This design comes from an exercise in tuning for small area on the open sky130 flow, not from production work. In this exercise RTL edits were held to simulation tests only and were not proved equivalent to the original. Power is estimated from default activity; no workload was simulated.

// mgmon_core
module mgmon_core (
    input  wire         clk,
    input  wire         rst,
    input  wire         cmd_valid,
    output wire         cmd_ready,
    input  wire [39:0]  cmd_word,
    input  wire [511:0] cmd_bytes,
    output reg          rsp_valid,
    output wire [39:0]  rsp_word,
    output reg  [15:0]  a_o,
    output reg          a_oe,
    input  wire [15:0]  a_i,
    output reg  [7:0]   d_o,
    output reg          d_oe,
    input  wire [7:0]   d_i,
    output reg          rw_o,
    output reg          rw_oe,
    input  wire         rw_i,
    output reg          mclk_o,
    output reg          css_o,
    output reg          be_oe,
    input  wire         sync_i,
    input  wire         vp_i,
    output reg          ce_o,
    output reg          ce_oe,
    output reg          we_o,
    output reg          we_oe,
    output reg          oe_o,
    output reg          oe_oe,
    output wire         pgm_o,
    output reg          pgm_oe
);
Size: ~610 flip-flops, ~660 I/O pins, ~0.020 mm^2 of cells after synthesis.
clock: 10.0 ns
lec_check: 0
cap_margin: 20
core_margin: 2
core_utilization: 40
slew_margin: 20
standard.sh (not shown) runs the stock make flow with config.mk's settings and CLKGATE_MAP_FILE= SYNTH_SCRIPT=/design/flow/synth_recipe.tcl, a recipe that flattens the netlist after the stock synthesis.
==> flow/flow/run.sh <==
#!/bin/bash
# Layout flow: the standard ORFS flow (standard.sh, unchanged synthesis),
# with smaller port buffers (buf_1 instead of the default clkdlybuf4s50_1)
# and a clock tree built without dummy loads, from the buffers and sink
# clusters below. Every port still gets a buffer.
set -euo pipefail
export BUFFER_PORTS_ARGS="-buffer_cell sky130_fd_sc_hd__buf_1"
export CTS_ARGS="-sink_clustering_enable -repair_clock_nets -dont_use_dummy_load -buf_list sky130_fd_sc_hd__clkbuf_16 -sink_clustering_size 30 -sink_clustering_max_diameter 80"
bash standard.sh finish > standard_flow.log 2>&1
The first run went through all stages and came out clean.
Next try:
==> flow/flow/run.sh (replaced) <==
#!/bin/bash
# Layout flow: the standard ORFS flow (standard.sh, unchanged synthesis),
# with smaller port buffers (buf_1 instead of the default clkdlybuf4s50_1)
# and a clock tree built without dummy loads. Every port still gets a buffer.
set -euo pipefail
export BUFFER_PORTS_ARGS="-buffer_cell sky130_fd_sc_hd__buf_1"
export CTS_ARGS="-sink_clustering_enable -repair_clock_nets -dont_use_dummy_load"
bash standard.sh finish > standard_flow.log 2>&1
Outcome:
- non-clock buffer count is unchanged
- die area is unchanged
- area after synthesis does not change
Next try:
--- a/flow/flow/run.sh
+++ b/flow/flow/run.sh
@@ -4 +4,2 @@
-# and a clock tree built without dummy loads. Every port still gets a buffer.
+# and a clock tree built without dummy loads, from the buffers and sink
+# clusters below. Every port still gets a buffer.
@@ -7 +8 @@
-export CTS_ARGS="-sink_clustering_enable -repair_clock_nets -dont_use_dummy_load"
+export CTS_ARGS="-sink_clustering_enable -repair_clock_nets -dont_use_dummy_load -buf_list sky130_fd_sc_hd__clkbuf_8 -sink_clustering_size 14 -sink_clustering_max_diameter 50"
- final area is lower by 3.3%
- clock power is lower by 35%
- wire length is lower by 0.36%
- clock skew is higher by 34 ps
- cell count hardly moves
- synthesized area does not change
- worst hold slack got worse by 16 ps
- clock-buffer cell count is lower by 6
- non-clock buffer count stays the same
Next try:
--- a/flow/flow/run.sh
+++ b/flow/flow/run.sh
@@ -8 +8 @@
-export CTS_ARGS="-sink_clustering_enable -repair_clock_nets -dont_use_dummy_load -buf_list sky130_fd_sc_hd__clkbuf_8 -sink_clustering_size 14 -sink_clustering_max_diameter 50"
+export CTS_ARGS="-sink_clustering_enable -repair_clock_nets -dont_use_dummy_load -buf_list sky130_fd_sc_hd__clkbuf_4 -sink_clustering_size 10 -sink_clustering_max_diameter 40"
The new run completed without violations.
Register-to-register slack stays flat.
Area after synthesis stays the same.
Cell area went down slightly.
Fmax hardly moves.
Die area does not change.


Another version of the RTL of mgmon_core (not shown whole).
Size in the first run: ~2000 cells after synthesis, roughly 660 I/O pins, ~20000 sq um of cells after synthesis.
Settings: LEC_CHECK=0, ABC_AREA=1, CAP_MARGIN=20, CORE_MARGIN=2, CORE_UTILIZATION=60, SLEW_MARGIN=20; clock period 10.0 ns.
==> flow/flow/run.sh <==
#!/bin/bash
# Layout flow: the standard ORFS flow (standard.sh, unchanged synthesis),
# with smaller port buffers (buf_1 instead of the default clkdlybuf4s50_1)
# and a clock tree built without dummy loads, from the buffers and sink
# clusters below. Every port still gets a buffer.
set -euo pipefail
export BUFFER_PORTS_ARGS="-buffer_cell sky130_fd_sc_hd__buf_1"
export CTS_ARGS="-sink_clustering_enable -repair_clock_nets -dont_use_dummy_load -buf_list sky130_fd_sc_hd__clkbuf_4 -sink_clustering_size 10 -sink_clustering_max_diameter 40"
bash standard.sh finish > standard_flow.log 2>&1
Edit:
--- a/flow/config.mk
+++ b/flow/config.mk
@@ -6,7 +6,6 @@
 export NUM_CORES = 4
 export LEC_CHECK = 0
-export ABC_AREA = 1
 export CAP_MARGIN = 20
 export CORE_MARGIN = 2
-export CORE_UTILIZATION = 60
+export CORE_UTILIZATION = 72
 export SLEW_MARGIN = 20
Outcome: Now the flow did not get past I/O pin placement (3_2_place_iop) with PPL-0024; synthesized area climbs slightly; synthesized cell count came out lower by a few percent.

-- static timing again, ports no longer ideal --
In the flow no input, the clock included, has a driving cell. The finished layouts below were timed again as built, in two steps. Step 1, drivers: a clkbuf_16 drives clk and a buf_2 each remaining input, both assumed. Step 2 times the ports against the registers' clock, not the clock port: input delays grow and output delays shrink by t, the midpoint of the rising clock arrivals with the driver on. a / b / c = ideal / step 1 / step 2; a / b = the first two.
run	shift t [ns]	slack for setup (ns)	hold WS [ns]	worst register clock-pin slew, ns	worst data-port slew with drivers (ns)
the first run of note 1	0.645	2.289 / 2.289 / 2.289	0.369 / 0.369 / 0.369	0.11 / 0.11	0.15
the second run of note 1	0.626	2.311 / 2.311 / 2.311	0.361 / 0.361 / 0.361	0.06 / 0.06	0.14
the third run of note 1	0.710	2.317 / 2.317 / 2.317	0.345 / 0.345 / 0.345	0.10 / 0.10	0.14
the fourth run of note 1	0.843	2.319 / 2.319 / 2.319	0.369 / 0.369 / 0.369	0.11 / 0.11	0.16
the first run of note 2	0.753	2.156 / 2.156 / 2.156	0.393 / 0.393 / 0.393	0.11 / 0.11	0.17
After both steps setup and hold are still met in every run listed.
